From an optimization exercise on the open Yosys and OpenROAD flow, aimed at small area and a short achievable clock period; shortcuts taken in it are not production practice.
Function was checked by simulation only, so behaviour that the tests miss may differ from the original.
Power figures rest on the tool's default switching activity, not on a simulated workload.

## flow/run.sh

```bash
#!/bin/bash
# synth_recipe.tcl (not shown) runs the flow's synth.tcl, then flattens the netlist and writes it again
# the make line also repeats each setting of config.mk as NAME=value (left out here)
make -C /OpenROAD-flow-scripts/flow DESIGN_CONFIG=/design/flow/config.mk WORK_HOME=/design/flow/orfs CLKGATE_MAP_FILE= SYNTH_SCRIPT=/design/flow/synth_recipe.tcl finish
```

## flow/config.mk

```make
export PLATFORM = sky130hd
export DESIGN_NAME = freqres4
export DESIGN_NICKNAME = freqres4
export VERILOG_FILES = /design/flow/design.v
export SDC_FILE = /design/flow/constraint.sdc
export NUM_CORES = 4
export LEC_CHECK = 0
export CAP_MARGIN = 20
export CORE_MARGIN = 2
export CORE_UTILIZATION = 40
export SLEW_MARGIN = 20
```

## flow/constraint.sdc

```tcl
create_clock -name core_clock -period 15.0 [get_ports {clk}]
set_input_delay 3.0000 -clock core_clock [delete_from_list [all_inputs] [get_ports {clk}]]
set_output_delay 3.0000 -clock core_clock [all_outputs]
set_load 0.01 [all_outputs]
```

## flow/design.v

```verilog
module fr_tone_rom (
    input  wire [6:0]  note,
    output reg  [10:0] freq
);
    always @(*) begin
        case (note)
            7'd0: freq = 11'd44;
            7'd1: freq = 11'd157;
            7'd2: freq = 11'd263;
            7'd3: freq = 11'd363;
            7'd4: freq = 11'd457;
            7'd5: freq = 11'd547;
            7'd6: freq = 11'd631;
            7'd7: freq = 11'd711;
            7'd8: freq = 11'd786;
            7'd9: freq = 11'd856;
            7'd10: freq = 11'd923;
            7'd11: freq = 11'd986;
            7'd12: freq = 11'd1046;
            7'd13: freq = 11'd1102;
            7'd14: freq = 11'd1155;
            7'd15: freq = 11'd1205;
            7'd16: freq = 11'd1253;
            7'd17: freq = 11'd1297;
            7'd18: freq = 11'd1339;
            7'd19: freq = 11'd1379;
            7'd20: freq = 11'd1417;
            7'd21: freq = 11'd1452;
            7'd22: freq = 11'd1486;
            7'd23: freq = 11'd1517;
            7'd24: freq = 11'd1547;
            7'd25: freq = 11'd1575;
            7'd26: freq = 11'd1602;
            7'd27: freq = 11'd1627;
            7'd28: freq = 11'd1650;
            7'd29: freq = 11'd1673;
            7'd30: freq = 11'd1694;
            7'd31: freq = 11'd1714;
            7'd32: freq = 11'd1732;
            7'd33: freq = 11'd1750;
            7'd34: freq = 11'd1767;
            7'd35: freq = 11'd1783;
            7'd36: freq = 11'd1798;
            7'd37: freq = 11'd1812;
            7'd38: freq = 11'd1825;
            7'd39: freq = 11'd1837;
            7'd40: freq = 11'd1849;
            7'd41: freq = 11'd1860;
            7'd42: freq = 11'd1871;
            7'd43: freq = 11'd1881;
            7'd44: freq = 11'd1890;
            7'd45: freq = 11'd1899;
            7'd46: freq = 11'd1907;
            7'd47: freq = 11'd1915;
            7'd48: freq = 11'd1923;
            7'd49: freq = 11'd1930;
            7'd50: freq = 11'd1936;
            7'd51: freq = 11'd1943;
            7'd52: freq = 11'd1949;
            7'd53: freq = 11'd1954;
            7'd54: freq = 11'd1959;
            7'd55: freq = 11'd1964;
            7'd56: freq = 11'd1969;
            7'd57: freq = 11'd1974;
            7'd58: freq = 11'd1978;
            7'd59: freq = 11'd1982;
            7'd60: freq = 11'd1985;
            7'd61: freq = 11'd1989;
            7'd62: freq = 11'd1992;
            7'd63: freq = 11'd1995;
            7'd64: freq = 11'd1998;
            7'd65: freq = 11'd2001;
            7'd66: freq = 11'd2004;
            7'd67: freq = 11'd2006;
            7'd68: freq = 11'd2009;
            7'd69: freq = 11'd2011;
            7'd70: freq = 11'd2013;
            7'd71: freq = 11'd2015;
            default: freq = 11'd0;
        endcase
    end
endmodule
module fr_noise_rom (
    input  wire [6:0] note,
    output reg  [7:0] ctrl
);
    always @(*) begin
        case (note)
            7'd0: ctrl = 8'hD7;
            7'd1: ctrl = 8'hD6;
            7'd2: ctrl = 8'hD5;
            7'd3: ctrl = 8'hD4;
            7'd4: ctrl = 8'hC7;
            7'd5: ctrl = 8'hC6;
            7'd6: ctrl = 8'hC5;
            7'd7: ctrl = 8'hC4;
            7'd8: ctrl = 8'hB7;
            7'd9: ctrl = 8'hB6;
            7'd10: ctrl = 8'hB5;
            7'd11: ctrl = 8'hB4;
            7'd12: ctrl = 8'hA7;
            7'd13: ctrl = 8'hA6;
            7'd14: ctrl = 8'hA5;
            7'd15: ctrl = 8'hA4;
            7'd16: ctrl = 8'h97;
            7'd17: ctrl = 8'h96;
            7'd18: ctrl = 8'h95;
            7'd19: ctrl = 8'h94;
            7'd20: ctrl = 8'h87;
            7'd21: ctrl = 8'h86;
            7'd22: ctrl = 8'h85;
            7'd23: ctrl = 8'h84;
            7'd24: ctrl = 8'h77;
            7'd25: ctrl = 8'h76;
            7'd26: ctrl = 8'h75;
            7'd27: ctrl = 8'h74;
            7'd28: ctrl = 8'h67;
            7'd29: ctrl = 8'h66;
            7'd30: ctrl = 8'h65;
            7'd31: ctrl = 8'h64;
            7'd32: ctrl = 8'h57;
            7'd33: ctrl = 8'h56;
            7'd34: ctrl = 8'h55;
            7'd35: ctrl = 8'h54;
            7'd36: ctrl = 8'h47;
            7'd37: ctrl = 8'h46;
            7'd38: ctrl = 8'h45;
            7'd39: ctrl = 8'h44;
            7'd40: ctrl = 8'h37;
            7'd41: ctrl = 8'h36;
            7'd42: ctrl = 8'h35;
            7'd43: ctrl = 8'h34;
            7'd44: ctrl = 8'h27;
            7'd45: ctrl = 8'h26;
            7'd46: ctrl = 8'h25;
            7'd47: ctrl = 8'h24;
            7'd48: ctrl = 8'h17;
            7'd49: ctrl = 8'h16;
            7'd50: ctrl = 8'h15;
            7'd51: ctrl = 8'h14;
            7'd52: ctrl = 8'h07;
            7'd53: ctrl = 8'h06;
            7'd54: ctrl = 8'h05;
            7'd55: ctrl = 8'h04;
            7'd56: ctrl = 8'h03;
            7'd57: ctrl = 8'h02;
            7'd58: ctrl = 8'h01;
            7'd59: ctrl = 8'h00;
            7'd60: ctrl = 8'h00;
            7'd61: ctrl = 8'h00;
            7'd62: ctrl = 8'h00;
            7'd63: ctrl = 8'h00;
            7'd64: ctrl = 8'h00;
            7'd65: ctrl = 8'h00;
            7'd66: ctrl = 8'h00;
            7'd67: ctrl = 8'h00;
            7'd68: ctrl = 8'h00;
            7'd69: ctrl = 8'h00;
            7'd70: ctrl = 8'h00;
            7'd71: ctrl = 8'h00;
            default: ctrl = 8'h00;
        endcase
    end
endmodule
module fr_channel #(
    parameter NOISE = 0
) (
    input  wire        clk,
    input  wire        we_note,
    input  wire [6:0]  wd_note,
    input  wire        we_cur,
    input  wire [10:0] wd_cur,
    input  wire        we_tv,
    input  wire        wd_tv,
    input  wire        we_dir,
    input  wire [1:0]  wd_dir,
    input  wire        we_spd,
    input  wire [7:0]  wd_spd,
    input  wire        we_tune,
    input  wire [7:0]  wd_tune,
    input  wire        we_arp,
    input  wire [7:0]  wd_arp,
    input  wire        we_aph,
    input  wire [1:0]  wd_aph,
    input  wire        we_vsx,
    input  wire [7:0]  wd_vsx,
    input  wire        we_vd,
    input  wire [7:0]  wd_vd,
    input  wire        we_vdc,
    input  wire [7:0]  wd_vdc,
    input  wire        we_vt,
    input  wire [3:0]  wd_vt,
    input  wire        we_vp,
    input  wire [1:0]  wd_vp,
    input  wire        we_ip,
    input  wire [11:0] wd_ip,
    output wire  [6:0]  note,
    output wire  [10:0] cur,
    output wire         tv,
    output wire  [1:0]  dir,
    output wire  [7:0]  spd,
    output wire  [7:0]  tune,
    output wire  [7:0]  arp,
    output wire  [1:0]  aph,
    output wire  [7:0]  vsx,
    output wire  [7:0]  vd,
    output wire  [7:0]  vdc,
    output wire  [3:0]  vt,
    output wire  [1:0]  vp,
    output wire  [11:0] ip
);
    reg [6:0] r_note;
    reg [10:0] r_cur;
    reg r_tv;
    reg [1:0] r_dir;
    reg [7:0] r_spd;
    reg [7:0] r_tune;
    reg [7:0] r_arp;
    reg [1:0] r_aph;
    reg [7:0] r_vsx;
    reg [7:0] r_vd;
    reg [7:0] r_vdc;
    reg [3:0] r_vt;
    reg [1:0] r_vp;
    reg [11:0] r_ip;
    always @(posedge clk) begin
        if (we_note) r_note <= wd_note;
        if (we_arp)  r_arp  <= wd_arp;
        if (we_aph)  r_aph  <= wd_aph;
    end
    assign note = r_note;
    assign arp  = r_arp;
    assign aph  = r_aph;
    generate
        if (NOISE) begin : g_noise
            assign cur = 0;
            assign tv = 0;
            assign dir = 0;
            assign spd = 0;
            assign tune = 0;
            assign vsx = 0;
            assign vd = 0;
            assign vdc = 0;
            assign vt = 0;
            assign vp = 0;
            assign ip = 0;
        end else begin : g_tone
            assign cur = r_cur;
            assign tv = r_tv;
            assign dir = r_dir;
            assign spd = r_spd;
            assign tune = r_tune;
            assign vsx = r_vsx;
            assign vd = r_vd;
            assign vdc = r_vdc;
            assign vt = r_vt;
            assign vp = r_vp;
            assign ip = r_ip;
            always @(posedge clk) begin
                if (we_cur)  r_cur  <= wd_cur;
                if (we_tv)   r_tv   <= wd_tv;
                if (we_dir)  r_dir  <= wd_dir;
                if (we_spd)  r_spd  <= wd_spd;
                if (we_tune) r_tune <= wd_tune;
                if (we_vsx)  r_vsx  <= wd_vsx;
                if (we_vd)   r_vd   <= wd_vd;
                if (we_vdc)  r_vdc  <= wd_vdc;
                if (we_vt)   r_vt   <= wd_vt;
                if (we_vp)   r_vp   <= wd_vp;
                if (we_ip)   r_ip   <= wd_ip;
            end
        end
    endgenerate
endmodule
module freqres4 (
    input  wire        clk,
    input  wire        rst,
    input  wire [2:0]  cmd_op,
    input  wire [1:0]  cmd_ch,
    input  wire [7:0]  cmd_arg0,
    input  wire [7:0]  cmd_arg1,
    input  wire [1:0]  cmd_flags,
    output reg         out_valid,
    output reg  [1:0]  out_ch,
    output wire [10:0] out_freq
);
    localparam OP_NOTE   = 3'd1;
    localparam OP_EFFECT = 3'd2;
    localparam OP_USEINS = 3'd3;
    localparam OP_STEP   = 3'd4;
    localparam DIR_UP    = 2'd1;   
    localparam DIR_DOWN  = 2'd2;   
    localparam DIR_PORTA = 2'd3;   
    wire is_note = (cmd_op == OP_NOTE);
    wire is_eff  = (cmd_op == OP_EFFECT);
    wire is_uses = (cmd_op == OP_USEINS);
    wire is_step = (cmd_op == OP_STEP);
    wire e_arp   = is_eff && (cmd_arg1 == 8'h08);
    wire e_slide = is_eff && (cmd_arg1 == 8'h09 || cmd_arg1 == 8'h0A || cmd_arg1 == 8'h0B);
    wire e_vib   = is_eff && (cmd_arg1 == 8'h0C);
    wire e_vdel  = is_eff && (cmd_arg1 == 8'h0D);
    wire e_tune  = is_eff && (cmd_arg1 == 8'h0E);
    wire [6:0]  c_note [0:3];
    wire [10:0] c_cur  [0:3];
    wire        c_tv   [0:3];
    wire [1:0]  c_dir  [0:3];
    wire [7:0]  c_spd  [0:3];
    wire [7:0]  c_tune [0:3];
    wire [7:0]  c_arp  [0:3];
    wire [1:0]  c_aph  [0:3];
    wire [7:0]  c_vsx  [0:3];
    wire [7:0]  c_vd   [0:3];
    wire [7:0]  c_vdc  [0:3];
    wire [3:0]  c_vt   [0:3];
    wire [1:0]  c_vp   [0:3];
    wire [11:0] c_ip   [0:3];
    wire [3:0] sel = 4'b0001 << cmd_ch;
    wire        w_note, w_cur, w_tv, w_spd, w_tune, w_arp, w_aph;
    wire        w_vsx, w_vd, w_vdc, w_vt, w_vp, w_ip, w_dir;
    wire [6:0]  d_note;
    wire [10:0] d_cur;
    wire [7:0]  d_spd, d_tune, d_arp, d_vsx, d_vd, d_vdc;
    wire [1:0]  d_aph, d_vp;
    wire [3:0]  d_vt;
    wire [11:0] d_ip;
    genvar c;
    generate
        for (c = 0; c < 4; c = c + 1) begin : g_ch
            wire s = sel[c] && !rst;
            fr_channel #(.NOISE(c == 3 ? 1 : 0)) u_ch (
                .clk(clk),
                .we_note(rst || (s && w_note)), .wd_note(d_note),
                .we_cur (rst || (s && w_cur)),  .wd_cur (d_cur),
                .we_tv  (rst || (s && w_tv)),   .wd_tv  (!rst),
                .we_dir (s && w_dir),           .wd_dir (cmd_arg1[1:0]),
                .we_spd (rst || (s && w_spd)),  .wd_spd (d_spd),
                .we_tune(rst || (s && w_tune)), .wd_tune(d_tune),
                .we_arp (rst || (s && w_arp)),  .wd_arp (d_arp),
                .we_aph (s && w_aph),           .wd_aph (d_aph),
                .we_vsx (rst || (s && w_vsx)),  .wd_vsx (d_vsx),
                .we_vd  (rst || (s && w_vd)),   .wd_vd  (d_vd),
                .we_vdc (rst || (s && w_vdc)),  .wd_vdc (d_vdc),
                .we_vt  (s && w_vt),            .wd_vt  (d_vt),
                .we_vp  (s && w_vp),            .wd_vp  (d_vp),
                .we_ip  (rst || (s && w_ip)),   .wd_ip  (d_ip),
                .note(c_note[c]), .cur(c_cur[c]), .tv(c_tv[c]), .dir(c_dir[c]),
                .spd(c_spd[c]), .tune(c_tune[c]), .arp(c_arp[c]), .aph(c_aph[c]),
                .vsx(c_vsx[c]), .vd(c_vd[c]), .vdc(c_vdc[c]), .vt(c_vt[c]),
                .vp(c_vp[c]), .ip(c_ip[c])
            );
        end
    endgenerate
    wire [1:0]  tch = cmd_ch[1] ? 2'd2 : {1'b0, cmd_ch[0]};
    wire [6:0]  note = c_note[cmd_ch];
    wire [7:0]  arp  = c_arp[cmd_ch];
    wire [1:0]  aph  = c_aph[cmd_ch];
    wire [10:0] cur  = c_cur[tch];
    wire        tv   = c_tv[tch];
    wire [1:0]  dir  = c_dir[tch];
    wire [7:0]  spd  = c_spd[tch];
    wire [7:0]  tune = c_tune[tch];
    wire [3:0]  vs   = c_vsx[tch][7:4];
    wire [3:0]  ve   = c_vsx[tch][3:0];
    wire [7:0]  vd   = c_vd[tch];
    wire [7:0]  vdc  = c_vdc[tch];
    wire [3:0]  vt   = c_vt[tch];
    wire [1:0]  vp   = c_vp[tch];
    wire [11:0] ip   = c_ip[tch];
    wire signed [12:0] pitch_sum = $signed({ip[11], ip}) + $signed({{5{cmd_arg1[7]}}, cmd_arg1});
    wire [11:0] pitch_clamped = (pitch_sum[12] != pitch_sum[11]) ? {pitch_sum[12], {11{~pitch_sum[12]}}}
                                                                 : pitch_sum[11:0];
    wire [11:0] ip_new = cmd_flags[1] ? pitch_clamped : ip;
    wire [10:0] tone_base;
    fr_tone_rom u_rom_base (.note(note), .freq(tone_base));
    wire [10:0] target = tv ? tone_base : 11'd0;
    wire [11:0] cur_plus  = {1'b0, cur} + {4'd0, spd};
    wire [11:0] cur_minus = {1'b0, cur} - {4'd0, spd};
    reg  [10:0] cur_new;
    always @(*) begin
        case (dir)
            DIR_PORTA: begin
                if (cur < target)
                    cur_new = (cur_plus > {1'b0, target}) ? target : cur_plus[10:0];
                else if (cur > target)
                    cur_new = (cur_minus[11] || cur_minus[10:0] < target) ? target : cur_minus[10:0];
                else
                    cur_new = cur;
            end
            DIR_UP:   cur_new = cur_plus[11] ? 11'd2047 : cur_plus[10:0];
            DIR_DOWN: cur_new = cur_minus[11] ? 11'd0 : cur_minus[10:0];
            default:  cur_new = cur;
        endcase
    end
    wire       arp_on = (arp != 8'd0);
    wire [3:0] eff_off = !arp_on      ? 4'd0 :
                         (aph == 2'd1) ? arp[7:4] :
                         (aph == 2'd2) ? arp[3:0] : 4'd0;
    wire [1:0] aph_new = !arp_on ? aph : (aph == 2'd2) ? 2'd0 : aph + 2'd1;
    wire [7:0] inst_arp = cmd_flags[0] ? cmd_arg0 : 8'd0;
    wire signed [9:0] note_sum = $signed({3'b000, note}) + $signed({6'b000000, eff_off})
                               + $signed({{2{inst_arp[7]}}, inst_arp});
    wire [6:0] note2 = note_sum[9]          ? 7'd0  :
                       (note_sum > 10'sd71) ? 7'd71 : note_sum[6:0];
    wire       vib_on  = (vs != 4'd0) && (ve != 4'd0);
    wire       vib_run = vib_on && (vdc == 8'd0);
    wire [3:0] vt_inc  = vt + 4'd1;
    wire       vt_wrap = (vt_inc >= vs);
    wire signed [5:0] vib = !vib_run     ? 6'sd0 :
                            (vp == 2'd1) ? $signed({2'b00, ve}) :
                            (vp == 2'd3) ? -$signed({2'b00, ve}) : 6'sd0;
    wire signed [12:0] q = $signed({{5{tune[7]}}, tune}) - $signed({2'b00, tone_base})
                         + $signed({{7{vib[5]}}, vib});
    wire [10:0] tone_arg;
    fr_tone_rom u_rom_note (.note(cmd_arg0[6:0]), .freq(tone_arg));
    wire porta_play = (dir == DIR_PORTA) && (spd != 8'd0) && cmd_flags[0];
    assign w_note = is_note;
    assign d_note = rst ? 7'd0 : cmd_arg0[6:0];
    assign w_cur  = (is_note && !porta_play) || is_step;
    assign d_cur  = rst ? 11'd0 : is_note ? tone_arg : cur_new;
    assign w_tv   = is_note;
    assign w_dir  = e_slide;
    assign w_spd  = e_slide;
    assign d_spd  = rst ? 8'd0 : cmd_arg0;
    assign w_tune = e_tune;
    assign d_tune = rst ? 8'h00 : cmd_arg0 ^ 8'h80;
    assign w_arp  = e_arp;
    assign d_arp  = rst ? 8'd0 : cmd_arg0;
    assign w_aph  = is_note || e_arp || is_step;
    assign d_aph  = is_step ? aph_new : 2'd0;
    assign w_vsx  = e_vib;
    assign d_vsx  = rst ? 8'd0 : cmd_arg0;
    assign w_vd   = e_vdel;
    assign d_vd   = rst ? 8'd0 : cmd_arg0;
    assign w_vdc  = is_note || (is_step && vib_on && vdc != 8'd0);
    assign d_vdc  = rst ? 8'd0 : is_note ? vd : vdc - 8'd1;
    assign w_vt   = is_note || e_vib || (is_step && vib_run);
    assign d_vt   = (is_step && !vt_wrap) ? vt_inc : 4'd0;
    assign w_vp   = is_note || e_vib || (is_step && vib_run && vt_wrap);
    assign d_vp   = is_step ? vp + 2'd1 : 2'd0;
    assign w_ip   = is_uses || (is_step && cmd_flags[1]);
    assign d_ip   = (rst || is_uses) ? 12'd0 : ip_new;
    reg [6:0]  n2_r;
    reg [12:0] q_r;
    always @(posedge clk) begin
        out_valid <= !rst && is_step;
        out_ch    <= cmd_ch;
        n2_r      <= note2;
        q_r       <= q;
    end
    wire [1:0]  otch = out_ch[1] ? 2'd2 : {1'b0, out_ch[0]};
    wire [10:0] o_cur = c_cur[otch];
    wire [11:0] o_ip  = c_ip[otch];
    wire [10:0] tone_arp;
    fr_tone_rom u_rom_arp (.note(n2_r), .freq(tone_arp));
    wire [7:0] noise_out;
    fr_noise_rom u_noise (.note(n2_r), .ctrl(noise_out));
    wire signed [13:0] f_sum = $signed({3'b000, o_cur}) + $signed({{2{o_ip[11]}}, o_ip})
                             + $signed({q_r[12], q_r}) + $signed({3'b000, tone_arp});
    wire [10:0] tone_out = f_sum[13] ? 11'd0 : (f_sum[12:11] != 2'b00) ? 11'd2047 : f_sum[10:0];
    assign out_freq = (out_ch == 2'd3) ? {3'b000, noise_out} : tone_out;
endmodule
```

==> key figures, run 1 <==
Die
  • Cell row count: between 80 and 90
  • Initial Util: 40.31%
  • Die width: roughly 240 microns
  • Die height: 236.6 microns
  • Area of the core: between 50000 and 60000 sq um
  • Die ar.: 56000 sq um
  • IO Pins: 39

Power
  • Cell area power density: 175.7 nW/um^2
  • Int Power: between 2 and 2.5 mW
  • Leakage power: 9.208 nW
  • Clk pwr share: 18.9%
  • Comb pwr share: between 50% and 60%
  • Sw Ratio: between 40% and 50%
  • Sequential Power Share: a little over a quarter
  • Switching pwr: about 1.7 mW
  • Max rail drop VDD: 0.2065 mV

STA
  • Least-Margin Pin Slew: 1.192 ns
  • Final Critical Period: slightly below 10 ns
  • Final period util: 64.01%
  • Final Max Slew Viols: 0
  • Slew HR: 19.71%
  • # setup viols final: 0
  • Fin Hold WS: 0.7195 ns
  • Setup Skew: 0.02054 ns
  • Hold Violations, Final: 0
  • Setup TNS: 0 ns
  • Fmax: 0.1042 GHz
  • RSZ-0062 raised after global routing: false

Synthesis
  • Post-synth top area share: roughly 40%
  • Synthesized flop and latch total: 307
  • Top cells by area, synth: edfxtp_1 39%, ha_1 7.3%, mux2i_1 5.2%, fa_1 3.7%, a21oi_1 3.6%
  • Synth area leader: edfxtp_1
  • Fraction of registers with async set/reset: 0%
  • Number of synthesized flops with an enable pin: 284
  • Gate Count Post-Synth: 2138
  • Post-Syn Area: 21650 sq um
  • Sequential share of the synthesized area: between 40 and 50%
  • Synth warnings: 5
  • Ys flop type: edfxtp_1
  • Syn_nets: between 2000 and 2500
  • Syn avg cell area: between 10 and 15 sq um
  • Unique masters post-synth: 103

Clock tree
  • CTS tree: done
  • Num CTS Buffers: 31
  • Post-CTS Setup Bufs: 0
  • Clk root buf: clkbuf_16
  • Buffer depth of the longest clock path: 3
  • CTS resizes: 0
  • Clk pin slew, worst setup/hold paths: 0.07 ns
  • CTS Sinks: between 300 and 400
  • Hold Buf Count CTS: 0
  • H-Tree Depth: 1
  • Clock latency (worst-skew pair): 0.59 ns

Worst setup path
  • WP data required: 15.37 ns
  • FF-to-FF End: g_ch[1].u_ch.r_cur[1]
  • Reg-to-Reg Start: g_ch[3].u_ch.r_note[1]
  • Cells on worst reg2reg path: 15
  • Max Fanout on Critical Path: 49
  • Critical-path cell list: buf_4, buf_4, buf_4, mux2i_1, nor2_1, a21oi_1, inv_1, ha_1, a211oi_1, o21bai_1, a21oi_1, o21ai_0, xor2_1, ha_1, a211oi_1, o21ai_0, o31ai_1, a21o_1, o21ai_0, a221o_1, a221oi_2
  • CP Launch Type: input pin
  • Slowest CP cell: buf_4
  • Flop-to-flop setup slack: 8.83 ns
  • Crit path capture type: flip-flop
  • CP max stage delay: around 0.74 ns
  • Setup CP Type: in2reg
  • Critical path arrival: 9.97 ns

Routing
  • DR WL/cell: 21.44 microns
  • Routed vias: 16700
  • TritonRoute pass-1 iters: 5
  • Avg Vias per Cell: ~6
  • Antenna Violating Nets Remaining: 0
  • Iter 0 DRT Violations: roughly 1500
  • DRC: 0
  • Drt total wl: 61010 microns

GRT
  • Remaining global-route overflow: 0
  • First-pass GRT wire length: around 94000 microns
  • Number of global-route vias before repair: 15880
  • Largest net degree at the start of global routing: 90
  • GR Util All Layers: roughly a fifth
  • Initial antenna violation count: 0

Cells and area
  • # fillers: 4971
  • Register area: 8989 sq um
  • Footprint of the multi-input gates: approximately 12000 sq um
  • Fraction of layout cells with a size suffix above 1: 8.326%
  • Total Nets Final: ~2300
  • Syn-to-layout area delta: 9.287%
  • Number of antenna diodes: 0

Worst hold path
  • Hold depth: 3
  • Hold EP: q_r[0]
  • Hold_sp: g_ch[2].u_ch.r_tune[0]
  • Worst Hold Class: reg2reg

Placement
  • GP Congestion: 1.051
  • Port Buffers: 38
  • HPWL reported at the end of detailed placement: 44400 microns

Status
  • Status: finished clean

Job
  • Max cap viols: 0
-- worst max-delay path, delay by kind of cell --
kind	cells	cell delay [ns]
compound gates	12	3.50
simple gates	1	0.05
fa+ha+maj	2	0.70
buf+inv	4	1.79
mux	1	0.26
xor+xnor	1	0.52
-- power groups by stage --
stage / logic (mW) / clock network (mW) / registers [mW]
2_1_floorplan: 1.62 / 0 / 1.09
3_3_place_gp: 2.21 / 0 / 1.12
3_5_place_dp: 2.24 / 0 / 1.12
4_1_cts: 2.25 / 0.802 / 1.10
5_1_grt: 2.52 / 0.836 / 1.12
6_report: 2.27 / 0.786 / 1.10
-- final cells by class --
type | count | area share, %
Multi-Input combinational cell | 1574 | 48.98
Sequential cell | 307 | 37.99
Tap cell | 696 | 3.681
Clock buffer | 39 | 3.533
Timing Repair Buffer | 78 | 2.829
Inverter | 134 | 2.131
Clock inverter | 18 | 0.8514
-- sequential cells by signal, summed over array words and instances, names as in the netlist, 24 cells and up --
register and flops:
g_ch.u_ch.r_ip 36, g_ch.u_ch.r_vsx 24, g_ch.u_ch.r_cur 33, g_ch.u_ch.r_vd 24
g_ch.u_ch.r_spd 24, g_ch.u_ch.r_arp 32, g_ch.u_ch.r_vdc 24, g_ch.u_ch.r_note 28
g_ch.u_ch.r_tune 24
-- per-stage QoR --
stage	setup WS (ns)	std cells	instance area, sq um	power (mW)	util [%]
final	5.399	2846	23660	4.158	44.05
after global routing	4.953	2846	23660	4.473	44.05
after CTS	5.492	2846	23660	4.155	44.05
after detailed placement	4.897	2789	22620	3.358	42.12
after global placement	5.021	2786	22600	3.324	42.07
after floorplan	6.693	2138	21650	2.718	-
-- cell usage in the layout (no fill, tap or decap), types with 14 or more instances in the layout --
cell type | Yosys | final
inv_1 | 130 | 130
xor2_1 | 17 | 17
a21oi_1 | 154 | 154
nor2b_1 | 32 | 32
nand2_1 | 146 | 146
a21o_1 | 26 | 26
xnor2_1 | 42 | 42
o211ai_1 | 17 | 17
nand3_1 | 36 | 36
a211oi_1 | 52 | 52
buf_4 | 9 | 39
nor2_1 | 195 | 195
and2_1 | 18 | 18
nand2b_1 | 39 | 39
a31oi_1 | 22 | 22
o21ai_1 | 6 | 18
o21ai_0 | 146 | 133
mux2_2 | 15 | 15
nor3_1 | 41 | 41
edfxtp_1 | 284 | 284
clkbuf_16 | 0 | 31
fa_1 | 40 | 40
o21a_1 | 23 | 23
mux4_2 | 21 | 21
dfxtp_1 | 23 | 23
a221oi_1 | 14 | 14
mux2i_1 | 112 | 112
clkdlybuf4s50_1 | 0 | 35
ha_1 | 127 | 127
-- cell usage after synthesis, types with 14 or more instances --
master and instances:
a21o_1 26, mux2i_1 112, mux4_2 21, buf_2 27, a221oi_1 14, xor2_1 17
nor4_1 14, o31ai_1 14, fa_1 40, nor2_1 195, a211oi_1 52, nor3_1 41
o211ai_1 17, a31oi_1 22, ha_1 127, edfxtp_1 284, mux2_2 15, nand2b_1 39
a21oi_1 154, o21ai_0 146, nor2b_1 32, clkbuf_1 67, o21a_1 23, dfxtp_1 23
and2_1 18, xnor2_1 42, nand3_1 36, nand2_1 146, inv_1 130
-- logic make-up after synthesis --
logic type | synth area share (%)
and+or+nand+nor | 13.48
AOI/OAI and AO/OA | 18.00
DFF | 41.52
buffers and inverters | 5.016
adders and majority gates | 11.04
muxes | 8.559
xor gates and xnor gates | 2.387
-- metal layers --
layer  routed length [microns]  share of wire (%)  track usage [%]  vias up
met3                      3467                5.7            2.879      101
met4                      2243                3.7            6.904        0
met2                     28220                 46            34.93      534
li1                          -                  -                -     7919
met1                     27080                 44            29.35     8147
met5                         0                  0                0        -
-- worst max-delay path by stage --
| stage | end | slack, ns | start | cells after the start |
|---|---|---|---|---|
| floorplan | g_ch[0].u_ch.r_cur[8] | 6.69 | cmd_ch[0] | 21 |
| global placement | g_ch[0].u_ch.r_cur[8] | 5.02 | cmd_ch[0] | 21 |
| detailed placement | g_ch[1].u_ch.r_cur[8] | 4.90 | cmd_ch[0] | 21 |
| CTS | g_ch[2].u_ch.r_cur[8] | 5.49 | cmd_ch[0] | 21 |
| global route | g_ch[1].u_ch.r_cur[8] | 4.95 | cmd_ch[0] | 21 |
| finish | g_ch[2].u_ch.r_cur[8] | 5.40 | cmd_ch[0] | 21 |
==> run 2, diff against run 1 <==
--- a/flow/design.v
+++ b/flow/design.v
@@ -172,2 +172,4 @@
     input  wire [10:0] wd_cur,
+    input  wire        we_tgt,
+    input  wire [10:0] wd_tgt,
     input  wire        we_tv,
@@ -198,2 +200,3 @@
     output wire  [10:0] cur,
+    output wire  [10:0] tgt,
     output wire         tv,
@@ -213,2 +216,3 @@
     reg [10:0] r_cur;
+    reg [10:0] r_tgt;
     reg r_tv;
@@ -236,2 +240,3 @@
             assign cur = 0;
+            assign tgt = 0;
             assign tv = 0;
@@ -248,2 +253,3 @@
             assign cur = r_cur;
+            assign tgt = r_tgt;
             assign tv = r_tv;
@@ -260,2 +266,3 @@
                 if (we_cur)  r_cur  <= wd_cur;
+                if (we_tgt)  r_tgt  <= wd_tgt;
                 if (we_tv)   r_tv   <= wd_tv;
@@ -304,2 +311,3 @@
     wire [10:0] c_cur  [0:3];
+    wire [10:0] c_tgt  [0:3];
     wire        c_tv   [0:3];
@@ -320,3 +328,3 @@
     wire [6:0]  d_note;
-    wire [10:0] d_cur;
+    wire [10:0] d_cur, d_tgt;
     wire [7:0]  d_spd, d_tune, d_arp, d_vsx, d_vd, d_vdc;
@@ -333,2 +341,3 @@
                 .we_cur (rst || (s && w_cur)),  .wd_cur (d_cur),
+                .we_tgt (rst || (s && w_tv)),   .wd_tgt (d_tgt),
                 .we_tv  (rst || (s && w_tv)),   .wd_tv  (!rst),
@@ -345,3 +354,3 @@
                 .we_ip  (rst || (s && w_ip)),   .wd_ip  (d_ip),
-                .note(c_note[c]), .cur(c_cur[c]), .tv(c_tv[c]), .dir(c_dir[c]),
+                .note(c_note[c]), .cur(c_cur[c]), .tgt(c_tgt[c]), .tv(c_tv[c]), .dir(c_dir[c]),
                 .spd(c_spd[c]), .tune(c_tune[c]), .arp(c_arp[c]), .aph(c_aph[c]),
@@ -357,2 +366,3 @@
     wire [10:0] cur  = c_cur[tch];
+    wire [10:0] tgt  = c_tgt[tch];
     wire        tv   = c_tv[tch];
@@ -372,5 +382,3 @@
     wire [11:0] ip_new = cmd_flags[1] ? pitch_clamped : ip;
-    wire [10:0] tone_base;
-    fr_tone_rom u_rom_base (.note(note), .freq(tone_base));
-    wire [10:0] target = tv ? tone_base : 11'd0;
+    wire [10:0] target = tv ? tgt : 11'd0;
     wire [11:0] cur_plus  = {1'b0, cur} + {4'd0, spd};
@@ -410,5 +418,5 @@
                             (vp == 2'd3) ? -$signed({2'b00, ve}) : 6'sd0;
-    wire signed [12:0] q = $signed({{5{tune[7]}}, tune}) - $signed({2'b00, tone_base})
+    wire signed [12:0] q = $signed({{5{tune[7]}}, tune}) - $signed({2'b00, tgt})
                          + $signed({{7{vib[5]}}, vib});
-    wire [10:0] tone_arg;
+    wire [10:0] tone_arg, tone_rd;
     fr_tone_rom u_rom_note (.note(cmd_arg0[6:0]), .freq(tone_arg));
@@ -419,2 +427,3 @@
     assign d_cur  = rst ? 11'd0 : is_note ? tone_arg : cur_new;
+    assign d_tgt  = rst ? 11'd44 : tone_arg;   
     assign w_tv   = is_note;
==> flow/flow/run.sh (new file) <==
#!/bin/bash
# Layout flow: the standard ORFS flow (standard synthesis unchanged),
# with timing repair aimed below the clock period and free cell sizing.
#   SETUP_SLACK_MARGIN    repair_timing keeps working until setup slack
#                         reaches this margin (ns) instead of 0
#   MATCH_CELL_FOOTPRINT  0 lets sizing swap cells of different footprints
#   BUFFER_PORTS_ARGS     port buffers as buf_4 instead of delay cells
# The full make output goes to flow_make.log in the work folder; ORFS keeps
# each step's log under orfs/logs/.
set -euo pipefail
MARGIN=${FLOW_SETUP_MARGIN:-7}
bash standard.sh \
    SETUP_SLACK_MARGIN=$MARGIN \
    MATCH_CELL_FOOTPRINT=0 \
    "BUFFER_PORTS_ARGS=-buffer_cell sky130_fd_sc_hd__buf_4" \
    finish > flow_make.log 2>&1
==> flow/standard.sh (new file) <==
#!/bin/bash
# synth_recipe.tcl (not shown) runs the flow's synth.tcl, then flattens the netlist and writes it again
# the make line also repeats each setting of config.mk as NAME=value (left out here)
make -C /OpenROAD-flow-scripts/flow DESIGN_CONFIG=/design/flow/config.mk WORK_HOME=/design/flow/orfs CLKGATE_MAP_FILE= SYNTH_SCRIPT=/design/flow/synth_recipe.tcl "${@:-finish}"
removed: flow/run.sh
==> run 2 against run 1 <==
Effect of this change: still clean; maximum frequency grew 21%; via count is 1.3% lower; non-clock buffer count increased by 36; cell area grew 4.9%; sequential share of layout area grew 2.3 points; clock power up 16%; critical path depth increased by 2; setup slack improved by 1.7 ns; critical path type is now reg2out; largest cell class unchanged; largest power group unchanged; highest routed layer unchanged.
==> key figures, run 2 <==
Synthesis
  • Gate Count Post-Synth: 2059 (was 2138)
  • Synth warnings: 5 (unchanged)
  • Top cells by area, synth: edfxtp_1 44%, ha_1 7.1%, mux2i_1 5.6%, nor2_1 3.7%, fa_1 3.6% (was edfxtp_1 39%, ha_1 7.3%, mux2i_1 5.2%, fa_1 3.7%, a21oi_1 3.6%)
  • Commonest cells post-synth: 317 x edfxtp_1, 217 x nor2_1, 153 x a21oi_1 (was 284 x edfxtp_1, 195 x nor2_1, 154 x a21oi_1)
  • Sequential share of the synthesized area: 45.85% (was 41.52%)
  • Post-synth top area share: 43.73% (was 39.39%)
  • Ys flop type: edfxtp_1 (unchanged)
  • Number of synthesized flops with an enable pin: 317 (was 284)
  • Top-count cell post-synth: edfxtp_1 (unchanged)
  • Synth area leader: edfxtp_1 (unchanged)
  • Syn_nets: 2247 (was 2330)
  • Synthesized flop and latch total: 340 (was 307)
  • Syn avg cell area: 10.57 sq um (was 10.13 sq um)
  • Fraction of registers with async set/reset: 0% (unchanged)
  • Unique masters post-synth: 92 (was 103)
  • Post-Syn Area: 21770 sq um (was 21650 sq um)

STA
  • Least-Margin Pin Slew: 1.099 ns (was 1.192 ns)
  • Slew HR: 25.93% (was 19.71%)
  • Final Max Slew Viols: 0 (unchanged)
  • Setup Skew: 0.02181 ns (was 0.02054 ns)
  • # setup viols final: 0 (unchanged)
  • Setup TNS: 0 ns (unchanged)
  • Fmax: 0.1259 GHz (was 0.1042 GHz)
  • Hold Violations, Final: 0 (unchanged)
  • RSZ-0062 raised after global routing: true (was false)
  • Final period util: 52.97% (was 64.01%)
  • Final Critical Period: 7.946 ns (was 9.601 ns)

Worst setup path
  • Buf/Inv on CP: 6 (was 4)
  • WP data required: 12.00 ns (was 15.37 ns)
  • CP Launch Type: flip-flop (was input pin)
  • Slowest CP cell: mux4_2 (was buf_4)
  • Crit path capture type: primary output (was flip-flop)
  • Crit-path leading delay family: compound AO/OA/AOI/OAI gates (unchanged)
  • Critical path arrival: 4.95 ns (was 9.97 ns)
  • CP max stage delay: 0.50 ns (was 0.74 ns)
  • Max Fanout on Critical Path: 5 (was 49)
  • Critical-path cell list: inv_6, ha_4, buf_6, nand2b_4, a21oi_2, a31o_2, mux4_2, o21ai_2, fa_1, inv_2, ha_4, inv_2, fa_2, nor2b_2, o31a_1, o211ai_1, buf_4, a2111oi_4, mux2_4, nor2_4, o21ai_2, o41ai_2, buf_4 (was buf_4, buf_4, buf_4, mux2i_1, nor2_1, a21oi_1, inv_1, ha_1, a211oi_1, o21bai_1, a21oi_1, o21ai_0, xor2_1, ha_1, a211oi_1, o21ai_0, o31ai_1, a21o_1, o21ai_0, a221o_1, a221oi_2)
  • Setup CP Type: reg2out (was in2reg)

Cells and area
  • Most frequent cells in the layout: 317 x edfxtp_1, 214 x nor2_1, 148 x nand2_1 (was 284 x edfxtp_1, 195 x nor2_1, 154 x a21oi_1)
  • Max reg flops: 36 (unchanged)
  • Largest Register: g_ch.u_ch.r_ip (unchanged)
  • Top flop regs: g_ch.u_ch.r_ip: 36 flops, g_ch.u_ch.r_cur: 33 flops, g_ch.u_ch.r_tgt: 33 flops (was g_ch.u_ch.r_ip: 36 flops, g_ch.u_ch.r_cur: 33 flops, g_ch.u_ch.r_arp: 32 flops)
  • Total Nets Final: 2297 (was 2318)
  • # fillers: 4920 (was 4971)
  • Fraction of layout cells with a size suffix above 1: 13.94% (was 8.326%)
  • Syn-to-layout area delta: 14.01% (was 9.287%)
  • Number of antenna diodes: 0 (unchanged)
  • Most common cell after layout, fill and taps aside: edfxtp_1 (unchanged)

Clock tree
  • Clk pin slew, worst setup/hold paths: 0.06 ns (was 0.07 ns)
  • Hold Buf Count CTS: 0 (unchanged)
  • CTS Sinks: 340 (was 307)
  • Clock latency (worst-skew pair): 0.57 ns (was 0.59 ns)
  • H-Tree Depth: 2 (was 1)
  • CTS tree: done (unchanged)
  • Num CTS Buffers: 38 (was 31)
  • Buffer depth of the longest clock path: 3 (unchanged)
  • Clk root buf: clkbuf_16 (unchanged)

Placement
  • Port Buffers: 38 (unchanged)
  • HPWL reported at the end of detailed placement: 41590 microns (was 44400 microns)
  • GP Congestion: 0.9156 (was 1.051)

Die
  • IO Pins: 39 (unchanged)
  • Die height: 237.3 microns (was 236.6 microns)
  • Cell row count: 85 (unchanged)
  • Initial Util: 40.45% (was 40.31%)
  • Die width: 237.3 microns (was 236.6 microns)
  • Die ar.: 56300 sq um (was 56000 sq um)
  • Area of the core: 53810 sq um (was 53710 sq um)

Routing
  • DRC: 0 (unchanged)
  • Antenna Violating Nets Remaining: 0 (unchanged)
  • Avg Vias per Cell: 5.819 (was 5.868)
  • Iter 0 DRT Violations: 1257 (was 1451)
  • DR WL/cell: 21.41 microns (was 21.44 microns)
  • Drt total wl: 60680 microns (was 61010 microns)
  • TritonRoute pass-1 iters: 7 (was 5)
  • Routed vias: 16490 (was 16700)

Power
  • Max rail drop VDD: 0.2113 mV (was 0.2065 mV)
  • Leakage power: 9.558 nW (was 9.208 nW)
  • Total power: 4.681 mW (was 4.158 mW)
  • Cell area power density: 188.6 nW/um^2 (was 175.7 nW/um^2)

GRT
  • GR Util All Layers: 21.06% (was 21.36%)
  • Remaining global-route overflow: 0 (unchanged)
  • Number of global-route vias before repair: 16090 (was 15880)
  • First-pass GRT wire length: 92230 microns (was 93540 microns)
  • Largest net degree at the start of global routing: 76 (was 90)
  • Initial antenna violation count: 0 (unchanged)

Status
  • Status: finished clean (unchanged)

Job
  • Max cap viols: 0 (unchanged)

Worst hold path
  • Worst Hold Class: reg2reg (unchanged)
-- run 2: cells by family after synthesis --
group	after synthesis	share of synthesized area (%)
AOI/OAI and AO/OA	543	16.14
muxes	164	8.944
adders and majority gates	164	10.76
buffers and inverters	235	4.369
and+or+nand+nor	557	11.69
xor gates and xnor gates	56	2.253
DFF	340	45.85
-- run 2: power breakdown --
part	switching, mW	internal [mW]	total, mW
registers	0.0552	1.16	1.22
clock network	0.387	0.524	0.911
logic	1.43	1.13	2.55
-- run 2: cell type report --
cell class / instances / area [sq um] / area share, %
well taps: 696 / 870.8 / 3.509
clock buffers: 48 / 988.4 / 3.983
inverters: 130 / 506.7 / 2.042
clock inverters: 21 / 210.2 / 0.8470
multi-input cells: 1485 / 11110 / 44.78
repair buffers: 114 / 1131 / 4.558
flip-flops and latches: 340 / 9996 / 40.28
-- run 2: path summary, 6_finish.rpt --
path / from / end / slack [ns] / cells past startpoint
setup reg to reg: g_ch[1].u_ch.r_cur[5] / g_ch[2].u_ch.r_cur[4] / 9.91 / 16
hold reg to reg: g_ch[2].u_ch.r_tune[0] / q_r[0] / 0.58 / 3
setup / recovery: n2_r[1] / out_freq[7] / 7.05 / 23
hold / removal: g_ch[2].u_ch.r_tune[0] / q_r[0] / 0.58 / 3
-- run 2: repair_timing --
action	4_1_cts	5_1_grt
setup endpoints to repair	54	48
gates cloned	4	3
resized for setup	85	34
pin swaps	14	25
setup buffers	28	14
-- run 2: worst register-to-register path, cell delays in order, from the launching register on --
cell and delay (ns):
edfxtp_1 0.34, mux2i_1 0.07, o21ai_0 0.85, ha_1 0.49, nand2b_1 0.12, a21oi_1 0.09, a311oi_2 0.49, a211oi_1 0.17
xnor2_1 0.19, ha_1 0.33, and4_1 0.21, o211ai_1 0.10, a21o_1 0.21, a31oi_4 0.44, mux2_2 0.40, o221ai_1 0.17
a31oi_1 0.15
-- run 2: through the flow --
stage | setup slack (ns) | util [%] | instances | instance area, sq um | hold slack, ns
floorplan | 7.158 | - | 2059 | 21770 | 0.5396
global placement | 5.917 | 42.16 | 2716 | 22690 | 0.5698
finish | 7.054 | 46.12 | 2834 | 24820 | 0.5843
detailed placement | 5.792 | 42.19 | 2716 | 22700 | 0.5737
CTS | 6.989 | 45.52 | 2817 | 24500 | 0.5864
global route | 6.838 | 46.12 | 2834 | 24820 | 0.6148
-- run 2: routing by layer --
layer / wire [microns] / GRT usage (%)
met5: 0 / 0
met4: 1992 / 7.852
met3: 3689 / 3.089
met2: 28910 / 35.11
met1: 26090 / 27.86
==> run 3, diff against run 2 <==
--- a/flow/design.v
+++ b/flow/design.v
@@ -172,4 +172,2 @@
     input  wire [10:0] wd_cur,
-    input  wire        we_tgt,
-    input  wire [10:0] wd_tgt,
     input  wire        we_tv,
@@ -200,3 +198,2 @@
     output wire  [10:0] cur,
-    output wire  [10:0] tgt,
     output wire         tv,
@@ -216,3 +213,2 @@
     reg [10:0] r_cur;
-    reg [10:0] r_tgt;
     reg r_tv;
@@ -240,3 +236,2 @@
             assign cur = 0;
-            assign tgt = 0;
             assign tv = 0;
@@ -253,3 +248,2 @@
             assign cur = r_cur;
-            assign tgt = r_tgt;
             assign tv = r_tv;
@@ -266,3 +260,2 @@
                 if (we_cur)  r_cur  <= wd_cur;
-                if (we_tgt)  r_tgt  <= wd_tgt;
                 if (we_tv)   r_tv   <= wd_tv;
@@ -311,3 +304,2 @@
     wire [10:0] c_cur  [0:3];
-    wire [10:0] c_tgt  [0:3];
     wire        c_tv   [0:3];
@@ -328,3 +320,3 @@
     wire [6:0]  d_note;
-    wire [10:0] d_cur, d_tgt;
+    wire [10:0] d_cur;
     wire [7:0]  d_spd, d_tune, d_arp, d_vsx, d_vd, d_vdc;
@@ -341,3 +333,2 @@
                 .we_cur (rst || (s && w_cur)),  .wd_cur (d_cur),
-                .we_tgt (rst || (s && w_tv)),   .wd_tgt (d_tgt),
                 .we_tv  (rst || (s && w_tv)),   .wd_tv  (!rst),
@@ -354,3 +345,3 @@
                 .we_ip  (rst || (s && w_ip)),   .wd_ip  (d_ip),
-                .note(c_note[c]), .cur(c_cur[c]), .tgt(c_tgt[c]), .tv(c_tv[c]), .dir(c_dir[c]),
+                .note(c_note[c]), .cur(c_cur[c]), .tv(c_tv[c]), .dir(c_dir[c]),
                 .spd(c_spd[c]), .tune(c_tune[c]), .arp(c_arp[c]), .aph(c_aph[c]),
@@ -366,3 +357,2 @@
     wire [10:0] cur  = c_cur[tch];
-    wire [10:0] tgt  = c_tgt[tch];
     wire        tv   = c_tv[tch];
@@ -382,21 +372,12 @@
     wire [11:0] ip_new = cmd_flags[1] ? pitch_clamped : ip;
-    wire [10:0] target = tv ? tgt : 11'd0;
-    wire [11:0] cur_plus  = {1'b0, cur} + {4'd0, spd};
-    wire [11:0] cur_minus = {1'b0, cur} - {4'd0, spd};
-    reg  [10:0] cur_new;
-    always @(*) begin
-        case (dir)
-            DIR_PORTA: begin
-                if (cur < target)
-                    cur_new = (cur_plus > {1'b0, target}) ? target : cur_plus[10:0];
-                else if (cur > target)
-                    cur_new = (cur_minus[11] || cur_minus[10:0] < target) ? target : cur_minus[10:0];
-                else
-                    cur_new = cur;
-            end
-            DIR_UP:   cur_new = cur_plus[11] ? 11'd2047 : cur_plus[10:0];
-            DIR_DOWN: cur_new = cur_minus[11] ? 11'd0 : cur_minus[10:0];
-            default:  cur_new = cur;
-        endcase
-    end
+    wire [10:0] tone_base;   
+    fr_tone_rom u_rom_base (.note(is_note ? cmd_arg0[6:0] : note), .freq(tone_base));
+    wire [10:0] target = tv ? tone_base : 11'd0;
+    wire        up     = (dir == DIR_UP) || (dir == DIR_PORTA && cur < target);
+    wire [10:0] bound  = (dir == DIR_PORTA) ? target : {11{up}};
+    wire signed [12:0] gsum  = up ? $signed({2'b00, cur}) + $signed({5'd0, spd})
+                                  : $signed({2'b00, cur}) - $signed({5'd0, spd});
+    wire signed [13:0] gdiff = $signed({gsum[12], gsum}) - $signed({3'b000, bound});
+    wire        over    = up ? (gdiff > 14'sd0) : gdiff[13];
+    wire [10:0] cur_new = over ? bound : gsum[10:0];
     wire       arp_on = (arp != 8'd0);
@@ -418,6 +399,4 @@
                             (vp == 2'd3) ? -$signed({2'b00, ve}) : 6'sd0;
-    wire signed [12:0] q = $signed({{5{tune[7]}}, tune}) - $signed({2'b00, tgt})
+    wire signed [12:0] q = $signed({{5{tune[7]}}, tune}) - $signed({2'b00, tone_base})
                          + $signed({{7{vib[5]}}, vib});
-    wire [10:0] tone_arg, tone_rd;
-    fr_tone_rom u_rom_note (.note(cmd_arg0[6:0]), .freq(tone_arg));
     wire porta_play = (dir == DIR_PORTA) && (spd != 8'd0) && cmd_flags[0];
@@ -426,4 +405,3 @@
     assign w_cur  = (is_note && !porta_play) || is_step;
-    assign d_cur  = rst ? 11'd0 : is_note ? tone_arg : cur_new;
-    assign d_tgt  = rst ? 11'd44 : tone_arg;   
+    assign d_cur  = rst ? 11'd0 : is_note ? tone_base : cur_new;
     assign w_tv   = is_note;
--- a/flow/config.mk
+++ b/flow/config.mk
@@ -7,2 +7,3 @@
 export LEC_CHECK = 0
+export ABC_AREA = 1
 export CAP_MARGIN = 20
==> run 3 against run 2 <==
Effect of this change: first-iteration DRC count up 9.5%; count of clock-buffer cells in the layout fell by 5; setup slack worse by 0.17 ns; die area is 10% lower; clock power is 5.5% lower; power decreased by 3.1%; sequential share of layout area is 2.1 points lower; sequential cell count fell by 33; critical endpoint is now out_freq[4]; largest power group unchanged.
==> key figures, run 3 <==
Job
  • Max cap viols: 0 (unchanged)

Cells and area
  • Fraction of layout cells with a size suffix above 1: 19.78% (was 13.94%)
  • Most common cell after layout, fill and taps aside: nand2_1 (was edfxtp_1)
  • Final Util: 49.17% (was 46.12%)
  • Max reg flops: 36 (unchanged)
  • Layout Cell Area excl Fill: 23580 sq um (was 24820 sq um)
  • Fin cells: 2946 (was 2834)
  • Most frequent cells in the layout: 326 x nand2_1, 284 x edfxtp_1, 255 x inv_1 (was 317 x edfxtp_1, 214 x nor2_1, 148 x nand2_1)
  • Top flop regs: g_ch.u_ch.r_ip: 36 flops, g_ch.u_ch.r_cur: 33 flops, g_ch.u_ch.r_arp: 32 flops (was g_ch.u_ch.r_ip: 36 flops, g_ch.u_ch.r_cur: 33 flops, g_ch.u_ch.r_tgt: 33 flops)
  • Footprint of the multi-input gates: 9951 sq um (was 11110 sq um)
  • # fillers: 4386 (was 4920)
  • Total Nets Final: 2483 (was 2297)
  • Largest Register: g_ch.u_ch.r_ip (unchanged)
  • Number of antenna diodes: 0 (unchanged)
  • Register area: 9012 sq um (was 9996 sq um)
  • Syn-to-layout area delta: 20.77% (was 14.01%)

STA
  • Final period util: 54.10% (was 52.97%)
  • Setup Skew: 0.01537 ns (was 0.02181 ns)
  • Final Max Slew Viols: 0 (unchanged)
  • Least-Margin Pin Slew: 1.133 ns (was 1.099 ns)
  • RSZ-0062 raised after global routing: true (unchanged)
  • Fmax: 0.1232 GHz (was 0.1259 GHz)
  • Slew HR: 24.40% (was 25.93%)
  • Final Critical Period: 8.116 ns (was 7.946 ns)
  • # setup viols final: 0 (unchanged)
  • Setup TNS: 0 ns (unchanged)
  • Hold Violations, Final: 0 (unchanged)

Worst setup path
  • Slowest CP cell: fa_1 (was mux4_2)
  • Max Fanout on Critical Path: 8 (was 5)
  • Crit path capture type: primary output (unchanged)
  • CP max stage delay: 0.41 ns (was 0.50 ns)
  • WP data required: 12.00 ns (about the same)
  • Setup CP Type: reg2out (unchanged)
  • Buf/Inv on CP: 7 (was 6)
  • Crit-path leading delay family: compound AO/OA/AOI/OAI gates (unchanged)
  • CP Launch Type: flip-flop (unchanged)
  • CP dominant cell by count: a21oi_2
  • Critical path arrival: 5.12 ns (was 4.95 ns)

GRT
  • GR Util All Layers: 23.43% (was 21.06%)
  • Grt peak-use layer: met2 (unchanged)
  • GRT met2 Usage: 40.08% (was 35.11%)
  • GR Util met1: 30.93% (was 27.86%)
  • GR Util met3: 2.842% (was 3.089%)
  • Initial antenna violation count: 2 (was 0)
  • First-pass GRT wire length: 91590 microns (was 92230 microns)
  • Number of global-route vias before repair: 15860 (was 16090)
  • Remaining global-route overflow: 0 (unchanged)
  • Largest net degree at the start of global routing: 57 (was 76)

Routing
  • Drt total wl: 60070 microns (was 60680 microns)
  • Antenna Violating Nets Remaining: 0 (unchanged)
  • DRC: 0 (unchanged)
  • DR WL/cell: 20.39 microns (was 21.41 microns)
  • TritonRoute pass-1 iters: 7 (unchanged)
  • Routed vias: 16420 (was 16490)
  • Iter 0 DRT Violations: 1376 (was 1257)
  • Avg Vias per Cell: 5.574 (was 5.819)

Synthesis
  • Top-count cell post-synth: nand2_1 (was edfxtp_1)
  • Unique masters post-synth: 59 (was 92)
  • Commonest cells post-synth: 361 x nand2_1, 284 x edfxtp_1, 272 x inv_1 (was 317 x edfxtp_1, 217 x nor2_1, 153 x a21oi_1)
  • Post-synth top area share: 43.69% (was 43.73%)
  • Sequential share of the synthesized area: 46.05% (was 45.85%)
  • Post-Syn Area: 19520 sq um (was 21770 sq um)
  • Synth area leader: edfxtp_1 (unchanged)
  • Synthesized flop and latch total: 307 (was 340)
  • Number of synthesized flops with an enable pin: 284 (was 317)
  • Syn avg cell area: 8.967 sq um (was 10.57 sq um)
  • Top cells by area, synth: edfxtp_1 44%, ha_1 7.2%, nand2_1 6.9%, inv_1 5.2%, nor2_1 4.8% (was edfxtp_1 44%, ha_1 7.1%, mux2i_1 5.6%, nor2_1 3.7%, fa_1 3.6%)
  • Fraction of registers with async set/reset: 0% (unchanged)
  • Syn_nets: 2355 (was 2247)
  • Gate Count Post-Synth: 2177 (was 2059)
  • Synth warnings: 5 (unchanged)
  • Ys flop type: edfxtp_1 (unchanged)

Power
  • Max rail drop VDD: 0.1565 mV (was 0.2113 mV)
  • Cell area power density: 192.4 nW/um^2 (was 188.6 nW/um^2)
  • Leakage power: 9.937 nW (was 9.558 nW)

Clock tree
  • Clk pin slew, worst setup/hold paths: 0.06 ns (about the same)
  • Clock latency (worst-skew pair): 0.55 ns (was 0.57 ns)
  • Clk root buf: clkbuf_16 (unchanged)
  • CTS tree: done (unchanged)
  • CTS Sinks: 307 (was 340)
  • Num CTS Buffers: 35 (was 38)
  • H-Tree Depth: 2 (unchanged)
  • Hold Buf Count CTS: 0 (unchanged)
  • Buffer depth of the longest clock path: 3 (unchanged)

Placement
  • Placed Cells: 2779 (was 2716)
  • HPWL reported at the end of detailed placement: 40910 microns (was 41590 microns)
  • Port Buffers: 38 (unchanged)
  • Placed Area: 20470 sq um (was 22700 sq um)
  • GP Congestion: 0.9320 (was 0.9156)

Die
  • Area of the core: 47950 sq um (was 53810 sq um)
  • Die ar.: 50590 sq um (was 56300 sq um)
  • Die height: 224.9 microns (was 237.3 microns)
  • Die width: 224.9 microns (was 237.3 microns)
  • Initial Util: 40.72% (was 40.45%)
  • IO Pins: 39 (unchanged)
  • Cell row count: 80 (was 85)

Status
  • Status: finished clean (unchanged)

Worst hold path
  • Worst Hold Class: reg2reg (unchanged)
==> run 3: what timing repair did <==
action / in CTS / in global routing
cloned: 12 / 2
buffers inserted: 56 / 34
gates resized for setup: 170 / 115
endpoints found under the setup margin: 58 / 53
hold endpoints to repair: 0 / 0
pin swaps: 41 / 76
==> run 3: cells by family after synthesis <==
group / Yosys count / synth area share [%]
fa+ha+maj: 153 / 11.34
buf+inv: 370 / 7.525
compound gates: 497 / 15.42
simple gates: 787 / 16.84
flops: 307 / 46.05
xor+xnor: 63 / 2.827
==> run 3: path summary, 6_finish.rpt <==
check,startpoint,to,slack [ns],cells after the start
hold / removal,g_ch[1].u_ch.r_tune[0],q_r[0],0.64,3
setup / recovery,out_ch[1],out_freq[4],6.88,26
setup reg to reg,g_ch[1].u_ch.r_note[2],g_ch[1].u_ch.r_cur[9],9.26,42
hold reg to reg,g_ch[1].u_ch.r_tune[0],q_r[0],0.64,3
==> run 3: final cells by class <==
type / count / share of cell area (%)
multi-input combinational: 1506 / 42.21
sequential: 307 / 38.23
timing repair buffer: 163 / 6.161
inverter: 289 / 5.074
clock buffer: 43 / 4.113
tap: 615 / 3.264
clock inverter: 20 / 0.8332
timing repair inverter: 3 / 0.1221
==> run 3: routing by layer <==
layer	wire length, microns	share of wire, %	up-vias
met5	29	0.048	-
met4	2102	3.5	4
met3	3839	6.4	135
met2	28890	48	603
met1	25220	42	7924
li1	-	-	7755
==> run 3: worst min-delay path, delay by kind of cell, from the launching register on <==
kind                       cells  cell delay (ns)
DFF                            1             0.33
and+or+nand+nor                2             0.14
adders and majority gates      1             0.14
==> run 3: per-stage QoR <==
stage          setup WS [ns]  hold WS, ns  power, mW
6_report               6.884       0.6403      4.536
5_1_grt                6.584       0.7320      4.861
4_1_cts                6.947       0.6437      4.173
3_5_place_dp           4.197       0.6303      3.098
3_3_place_gp           4.365       0.6105      3.071
2_1_floorplan          7.002       0.5697      2.559
==> run 3: power breakdown <==
part	total (mW)	internal (mW)	switching (mW)
combinational	2.55	1.05	1.51
clock	0.861	0.503	0.357
sequential	1.12	1.07	0.0572
==> run 4, diff against run 3 <==
--- a/flow/design.v
+++ b/flow/design.v
@@ -374,10 +374,12 @@
     fr_tone_rom u_rom_base (.note(is_note ? cmd_arg0[6:0] : note), .freq(tone_base));
+    wire        porta  = (dir == DIR_PORTA);
     wire [10:0] target = tv ? tone_base : 11'd0;
-    wire        up     = (dir == DIR_UP) || (dir == DIR_PORTA && cur < target);
-    wire [10:0] bound  = (dir == DIR_PORTA) ? target : {11{up}};
-    wire signed [12:0] gsum  = up ? $signed({2'b00, cur}) + $signed({5'd0, spd})
-                                  : $signed({2'b00, cur}) - $signed({5'd0, spd});
-    wire signed [13:0] gdiff = $signed({gsum[12], gsum}) - $signed({3'b000, bound});
-    wire        over    = up ? (gdiff > 14'sd0) : gdiff[13];
-    wire [10:0] cur_new = over ? bound : gsum[10:0];
+    wire [11:0] g_up   = {1'b0, cur} + {4'd0, spd};
+    wire [11:0] g_dn   = {1'b0, cur} - {4'd0, spd};
+    wire        up_hit = porta ? (g_up > {1'b0, target}) : g_up[11];
+    wire        dn_hit = g_dn[11] || (porta && g_dn[10:0] < target);
+    wire [10:0] r_up   = up_hit ? (porta ? target : 11'd2047) : g_up[10:0];
+    wire [10:0] r_dn   = dn_hit ? (porta ? target : 11'd0) : g_dn[10:0];
+    wire        up     = (dir == DIR_UP) || (porta && cur < target);
+    wire [10:0] cur_new = up ? r_up : r_dn;
     wire       arp_on = (arp != 8'd0);
@@ -399,4 +401,8 @@
                             (vp == 2'd3) ? -$signed({2'b00, ve}) : 6'sd0;
-    wire signed [12:0] q = $signed({{5{tune[7]}}, tune}) - $signed({2'b00, tone_base})
-                         + $signed({{7{vib[5]}}, vib});
+    wire signed [8:0]  tune_vib = $signed(tune) + $signed({{3{vib[5]}}, vib});
+    wire signed [12:0] q = $signed({{4{tune_vib[8]}}, tune_vib}) - $signed({2'b00, tone_base});
+    wire [10:0] tone_n2;
+    fr_tone_rom u_rom_arp (.note(note2), .freq(tone_n2));
+    wire [7:0] noise_n2;
+    fr_noise_rom u_noise (.note(note2), .ctrl(noise_n2));
     wire porta_play = (dir == DIR_PORTA) && (spd != 8'd0) && cmd_flags[0];
@@ -428,3 +434,5 @@
     assign d_ip   = (rst || is_uses) ? 12'd0 : ip_new;
-    reg [6:0]  n2_r;
+    reg [10:0] t2_r;
+    reg [10:0] cur_r;
+    reg [11:0] ip_r;
     reg [12:0] q_r;
@@ -433,16 +441,11 @@
         out_ch    <= cmd_ch;
-        n2_r      <= note2;
+        t2_r      <= (cmd_ch == 2'd3) ? {3'b000, noise_n2} : tone_n2;
+        cur_r     <= cur_new;
+        ip_r      <= ip_new;
         q_r       <= q;
     end
-    wire [1:0]  otch = out_ch[1] ? 2'd2 : {1'b0, out_ch[0]};
-    wire [10:0] o_cur = c_cur[otch];
-    wire [11:0] o_ip  = c_ip[otch];
-    wire [10:0] tone_arp;
-    fr_tone_rom u_rom_arp (.note(n2_r), .freq(tone_arp));
-    wire [7:0] noise_out;
-    fr_noise_rom u_noise (.note(n2_r), .ctrl(noise_out));
-    wire signed [13:0] f_sum = $signed({3'b000, o_cur}) + $signed({{2{o_ip[11]}}, o_ip})
-                             + $signed({q_r[12], q_r}) + $signed({3'b000, tone_arp});
+    wire signed [13:0] f_sum = $signed({3'b000, cur_r}) + $signed({{2{ip_r[11]}}, ip_r})
+                             + $signed({q_r[12], q_r}) + $signed({3'b000, t2_r});
     wire [10:0] tone_out = f_sum[13] ? 11'd0 : (f_sum[12:11] != 2'b00) ? 11'd2047 : f_sum[10:0];
-    assign out_freq = (out_ch == 2'd3) ? {3'b000, noise_out} : tone_out;
+    assign out_freq = (out_ch == 2'd3) ? t2_r : tone_out;
 endmodule
--- a/flow/flow/run.sh
+++ b/flow/flow/run.sh
@@ -6,3 +6,3 @@
 #   MATCH_CELL_FOOTPRINT  0 lets sizing swap cells of different footprints
-#   BUFFER_PORTS_ARGS     port buffers as buf_4 instead of delay cells
+#   BUFFER_PORTS_ARGS     port buffers as buf_2 instead of delay cells
 # The full make output goes to flow_make.log in the work folder; ORFS keeps
@@ -10,3 +10,3 @@
 set -euo pipefail
-MARGIN=${FLOW_SETUP_MARGIN:-7}
+MARGIN=${FLOW_SETUP_MARGIN:-7.5}
 bash standard.sh \
@@ -14,3 +14,3 @@
     MATCH_CELL_FOOTPRINT=0 \
-    "BUFFER_PORTS_ARGS=-buffer_cell sky130_fd_sc_hd__buf_4" \
+    "BUFFER_PORTS_ARGS=-buffer_cell sky130_fd_sc_hd__buf_2" \
     finish > flow_make.log 2>&1
==> run 4 against run 3 <==
Effect of this change: critical path type is now in2reg; sequential share of layout area rose by 1.2 points; global-route usage fell by 1.2 points; area after synthesis rose by 3.7%; setup slack improved by 0.79 ns; largest cell class unchanged; wire length rose by 1.1%; synthesized cell count rose by 1.4%.
==> key figures, run 4 <==
Clock tree
  • Clk pin slew, worst setup/hold paths: 0.06 ns (about the same)
  • Num CTS Buffers: 36 (was 35)
  • CTS Sinks: 334 (was 307)
  • Hold Buf Count CTS: 0 (unchanged)
  • H-Tree Depth: 2 (unchanged)
  • Clk root buf: clkbuf_16 (unchanged)
  • Buffer depth of the longest clock path: 3 (unchanged)

Synthesis
  • Ys flop type: edfxtp_1 (unchanged)
  • Syn avg cell area: 9.171 sq um (was 8.967 sq um)
  • Synth warnings: 5 (unchanged)
  • Synthesized flop and latch total: 334 (was 307)
  • Sequential share of the synthesized area: 47.06% (was 46.05%)
  • Gate Count Post-Synth: 2208 (was 2177)
  • Top cells by area, synth: edfxtp_1 42%, nand2_1 8.0%, ha_1 7.8%, dfxtp_1 4.9%, inv_1 4.4% (was edfxtp_1 44%, ha_1 7.2%, nand2_1 6.9%, inv_1 5.2%, nor2_1 4.8%)
  • Unique masters post-synth: 65 (was 59)

STA
  • # setup viols final: 0 (unchanged)
  • RSZ-0062 raised after global routing: true (unchanged)
  • Final period util: 48.81% (was 54.10%)
  • Final Critical Period: 7.322 ns (was 8.116 ns)
  • Slew HR: 26.73% (was 24.40%)
  • Setup Skew: 0.01437 ns (was 0.01537 ns)
  • Final Max Slew Viols: 0 (unchanged)
  • Fmax: 0.1366 GHz (was 0.1232 GHz)

Placement
  • Port Buffers: 38 (unchanged)
  • HPWL reported at the end of detailed placement: 41250 microns (was 40910 microns)

Die
  • Die height: 229.0 microns (was 224.9 microns)
  • Cell row count: 82 (was 80)
  • Area of the core: 50070 sq um (was 47950 sq um)
  • Die width: 229.0 microns (was 224.9 microns)
  • Die ar.: 52440 sq um (was 50590 sq um)

Cells and area
  • Most frequent cells in the layout: 379 x nand2_1, 284 x edfxtp_1, 221 x inv_1 (was 326 x nand2_1, 284 x edfxtp_1, 255 x inv_1)
  • Syn-to-layout area delta: 19.55% (was 20.77%)
  • Total Nets Final: 2522 (was 2483)
  • # fillers: 4710 (was 4386)
  • Fraction of layout cells with a size suffix above 1: 19.97% (was 19.78%)
  • Max reg flops: 36 (unchanged)
  • Largest Register: g_ch.u_ch.r_ip (unchanged)

Worst setup path
  • CP Launch Type: input pin (was flip-flop)
  • Max Fanout on Critical Path: 11 (was 8)
  • CP dominant cell by count: nand2_2 (was a21oi_2)
  • Slowest CP cell: ha_2 (was fa_1)

Routing
  • Iter 0 DRT Violations: 1541 (was 1376)
  • Avg Vias per Cell: 5.451 (was 5.574)
  • Drt total wl: 60760 microns (was 60070 microns)
  • Routed vias: 16520 (was 16420)
  • TritonRoute pass-1 iters: 5 (was 7)

Status
  • Status: finished clean (unchanged)

Power
  • Leakage power: 10.22 nW (was 9.937 nW)

Job
  • Max cap viols: 0 (unchanged)
run 4: changes by cell type in the layout (fill, tap and decap cells not counted), moves of 17 or more:
cell     previous run  this run
nand3_1            90       115
nor2_2             38        11
nand2_2            29        57
o21ai_0           117        92
nor2_1            206       189
buf_2               0        36
buf_4             143        99
nand2_1           326       379
dfxtp_1            16        46
inv_1             255       221
run 4: layout make-up:
| class | instances | area [sq um] | share of cell area [%] |
|---|---|---|---|
| Sequential cell | 334 | 9537 | 39.39 |
| Clock inverter | 17 | 131.4 | 0.5427 |
| Inverter | 252 | 1044 | 4.311 |
| Timing Repair Buffer | 156 | 1354 | 5.592 |
| Multi-Input combinational cell | 1548 | 10240 | 42.31 |
| Tap cell | 672 | 840.8 | 3.473 |
| Clock buffer | 49 | 1033 | 4.269 |
| Timing Repair inverter | 3 | 26.28 | 0.1085 |
run 4: stage by stage:
stage	area, sq um	utilization (%)	instances	hold WS [ns]
floorplan	20460	-	2208	0.5697
global placement	21240	42.41	2874	0.6910
finish	24210	48.35	3031	0.7250
detailed placement	21240	42.42	2874	0.7245
CTS	23050	46.03	2974	0.7401
global route	24210	48.35	3031	0.7754
run 4: worst paths after layout:
check / depth (start not counted) / startpoint / to / slack (ns)
min: 2 / g_ch[1].u_ch.r_vd[0] / g_ch[0].u_ch.r_vdc[0] / 0.72
max: 36 / cmd_ch[1] / t2_r[1] / 7.68
min reg2reg: 2 / g_ch[1].u_ch.r_vd[0] / g_ch[0].u_ch.r_vdc[0] / 0.72
max reg2reg: 32 / g_ch[0].u_ch.r_aph[1] / t2_r[1] / 10.27
run 4: timing repair:
item,4_1_cts,5_1_grt
pin swaps,15,54
setup endpoints to repair,113,69
buffers inserted,29,47
cloned,5,9
resized for setup,88,173
run 4: logic make-up after synthesis:
kind of cell / count (synthesis) / share of synthesized area [%]
AOI/OAI and AO/OA: 412 / 12.37
xor gates and xnor gates: 54 / 2.336
adders and majority gates: 166 / 11.74
buffers and inverters: 332 / 6.822
DFF: 334 / 47.06
and+or+nand+nor: 910 / 19.67
run 4: power breakdown:
group          total [mW]  internal [mW]  switching [mW]
Clock               0.875          0.505           0.370
Combinational        2.47          0.970            1.50
Sequential           1.24           1.17          0.0745
run 4: critical path: cells and delay by family:
| family | cells | cell delay, ns |
|---|---|---|
| simple gates | 18 | 1.92 |
| buf+inv | 8 | 0.70 |
| compound gates | 4 | 0.73 |
| fa+ha+maj | 4 | 1.11 |
| xor+xnor | 2 | 0.26 |
run 4: layer usage:
metal	wire length (microns)	track usage, %
met3	3739	2.627
met1	25950	29.78
met2	29190	37.61
met5	0	0
met4	1882	7.123

port drivers added, routing unchanged:
How much do the figures lean on ideal ports? The routed layouts below were timed once more, with nothing changed but the port constraints.
Step 1: set_driving_cell puts a clkbuf_16 on clk and a buf_2 on each other input, an assumption about the parent block.
Step 2 also shifts input and output timing later by t, the mid clock arrival at the registers, as if the neighbouring blocks saw the same clock.
Slacks: ideal ports / drivers / drivers and shift; pairs: ideal ports / drivers.
run	t (ns)	slack for setup (ns)
run 1	0.637	5.399 / 5.420 / 4.783
run 2	0.614	7.054 / 6.997 / 6.548
run 3	0.593	6.884 / 6.740 / 6.148
run 4	0.590	7.678 / 7.647 / 7.057
After both steps setup and hold are still met in every run listed.
